From an optimization exercise on the open Yosys and OpenROAD flow, aimed at small area and a short achievable clock period; shortcuts taken in it are not production practice. RTL that was checked went through simulation tests only; none was proved equivalent to the original. Power and IR drop assume default switching activity.

Design srve_fc420, start of the top module:
module srve_fc420 (
    input  wire       clk,
    input  wire       rst,
    input  wire [6:0] cfg_w,
    input  wire       in_valid,
    input  wire [7:0] in_r,
    input  wire [7:0] in_g,
    input  wire [7:0] in_b,
    output reg        y_valid,
    output reg  [7:0] y_data,
    output reg        c_valid,
    output reg  [7:0] u_data,
    output reg  [7:0] v_data
);
export LEC_CHECK = 0
export CAP_MARGIN = 20
export CORE_MARGIN = 2
export CORE_UTILIZATION = 55
export CTS_CLUSTER_DIAMETER = 60
export CTS_CLUSTER_SIZE = 28
export SLEW_MARGIN = 20
create_clock -name core_clock -period 10.0 [get_ports {clk}]
standard.sh (not shown) runs the stock make flow with config.mk's settings and CLKGATE_MAP_FILE= SYNTH_SCRIPT=/design/flow/synth_recipe.tcl, a recipe that flattens the netlist after the stock synthesis.
==> flow/flow/run.sh <==
#!/bin/bash
set -euo pipefail
bash standard.sh synth > synth.log 2>&1
bash standard.sh SETUP_SLACK_MARGIN=7.0 'BUFFER_PORTS_ARGS=-buffer_cell sky130_fd_sc_hd__buf_4' finish > layout.log 2>&1
The baseline produced a clean layout.
Edit:
--- a/flow/config.mk
+++ b/flow/config.mk
@@ -9,5 +9,5 @@
 export CORE_MARGIN = 2
 export CORE_UTILIZATION = 55
-export CTS_CLUSTER_DIAMETER = 60
-export CTS_CLUSTER_SIZE = 28
+export CTS_CLUSTER_DIAMETER = 80
+export CTS_CLUSTER_SIZE = 24
 export SLEW_MARGIN = 20
Sequential cell count does not change.
Sequential share of layout area climbs by 1.5 points.
Power drops by 6.1%.
Final area drops by 2.5%.
Die area does not change.
Via count drops by 0.94%.
Maximum frequency climbs by 0.49%.
Synthesized area stays the same.
Combinational power stays flat.
Cell count drops by 1.3%.
Wire length drops by 1.1%.
Edit:
==> flow/flow/run.sh (replaced) <==
#!/bin/bash
set -euo pipefail
bash standard.sh synth > synth.log 2>&1
bash standard.sh SETUP_SLACK_MARGIN=6.9 'BUFFER_PORTS_ARGS=-buffer_cell sky130_fd_sc_hd__buf_4' finish > layout.log 2>&1
Effect:
- The changed run finished with timing, DRC and antenna clean
- utilization went down by 0.12 points
- wire length fell by 0.38%
- final cell count stays flat
- final area hardly moves
- via count goes down by 0.95%
- die area does not change
- total power is higher by about 0.3%
- register-to-register slack got worse by 0.12 ns

---

srve_fc420, a different RTL version from the one above (not shown whole).
Size: about 3600 cells after synthesis, about 1200 flip-flops, about 60 I/O pins.
## srve_fc420
module srve_fc420 (
    input  wire       clk,
    input  wire       rst,
    input  wire [6:0] cfg_w,
    input  wire       in_valid,
    input  wire [7:0] in_r,
    input  wire [7:0] in_g,
    input  wire [7:0] in_b,
    output reg        y_valid,
    output reg  [7:0] y_data,
    output reg        c_valid,
    output reg  [7:0] u_data,
    output reg  [7:0] v_data
);
==> flow/config.mk <==
export PLATFORM = sky130hd
export DESIGN_NAME = srve_fc420
export DESIGN_NICKNAME = srve_fc420
export VERILOG_FILES = /design/flow/design.v
export SDC_FILE = /design/flow/constraint.sdc
export NUM_CORES = 4
export LEC_CHECK = 0
export CAP_MARGIN = 20
export CORE_MARGIN = 2
export CORE_UTILIZATION = 40
export SLEW_MARGIN = 20
==> flow/constraint.sdc <==
create_clock -name core_clock -period 10.0 [get_ports {clk}]
set_input_delay 2.0000 -clock core_clock [delete_from_list [all_inputs] [get_ports {clk}]]
set_output_delay 2.0000 -clock core_clock [all_outputs]
set_load 0.01 [all_outputs]
run.sh (not shown) runs the stock make flow with config.mk's settings and CLKGATE_MAP_FILE= SYNTH_SCRIPT=/design/flow/synth_recipe.tcl, a recipe that flattens the netlist after the stock synthesis.
Stock flow here: none of the scripts above is used.
The starting point finished with timing, DRC and antenna clean.
==> next run, changes <==
==> flow/flow/run.sh (new file) <==
#!/bin/bash
set -euo pipefail
bash standard.sh synth > synth.log 2>&1
bash standard.sh SETUP_SLACK_MARGIN=6.8 'BUFFER_PORTS_ARGS=-buffer_cell sky130_fd_sc_hd__buf_4' finish > layout.log 2>&1
==> flow/standard.sh (new file) <==
#!/bin/bash
# synth_recipe.tcl (not shown) runs the flow's synth.tcl, then flattens the netlist and writes it again
# the make line also repeats each setting of config.mk as NAME=value (left out here)
make -C /OpenROAD-flow-scripts/flow DESIGN_CONFIG=/design/flow/config.mk WORK_HOME=/design/flow/orfs CLKGATE_MAP_FILE= SYNTH_SCRIPT=/design/flow/synth_recipe.tcl "${@:-finish}"
removed: flow/run.sh
After rerunning: The new run finished with timing, DRC and antenna clean. Setup slack improved by 0.71 ns. Utilization came out higher by 1.9 points. Hold slack got worse by 0.0057 ns. Flip-flop and latch count does not change.
No functional check of the RTL was part of any run of this note.

[re-timing with driven ports]
Ports are ideal in the flow. The routed layouts listed here were re-timed in OpenROAD.
Step 1 sets driving cells, clkbuf_16 on the clock port and buf_2 on the other inputs (assumed; they add their load-dependent delay and slew).
Step 2 adds t to the input delays and takes it off the output delays; t is the mean of the earliest and latest rising clock arrival at the registers after step 1. Input paths then give back, and output paths get back, about the clock's delay inside the block.
Slacks: ideal / step 1 / step 2; pairs: ideal / step 1.
run	t, ns	setup slack, ns	worst register clock-pin slew, ns
the first run of note 1	0.735	6.879 / 6.815 / 6.413	0.10 / 0.10
the second run of note 1	0.719	6.894 / 6.823 / 6.395	0.10 / 0.10
the third run of note 1	0.708	6.905 / 6.841 / 6.344	0.10 / 0.10
the first run of note 2	0.814	6.031 / 6.031 / 6.002	0.07 / 0.07
the second run of note 2	0.843	6.739 / 6.692 / 6.494	0.07 / 0.07
After both steps setup and hold are still met in every run listed. The setup slack of the third run of note 1, which loses most, moves by -0.064 ns with the drivers and by -0.561 ns with both steps.
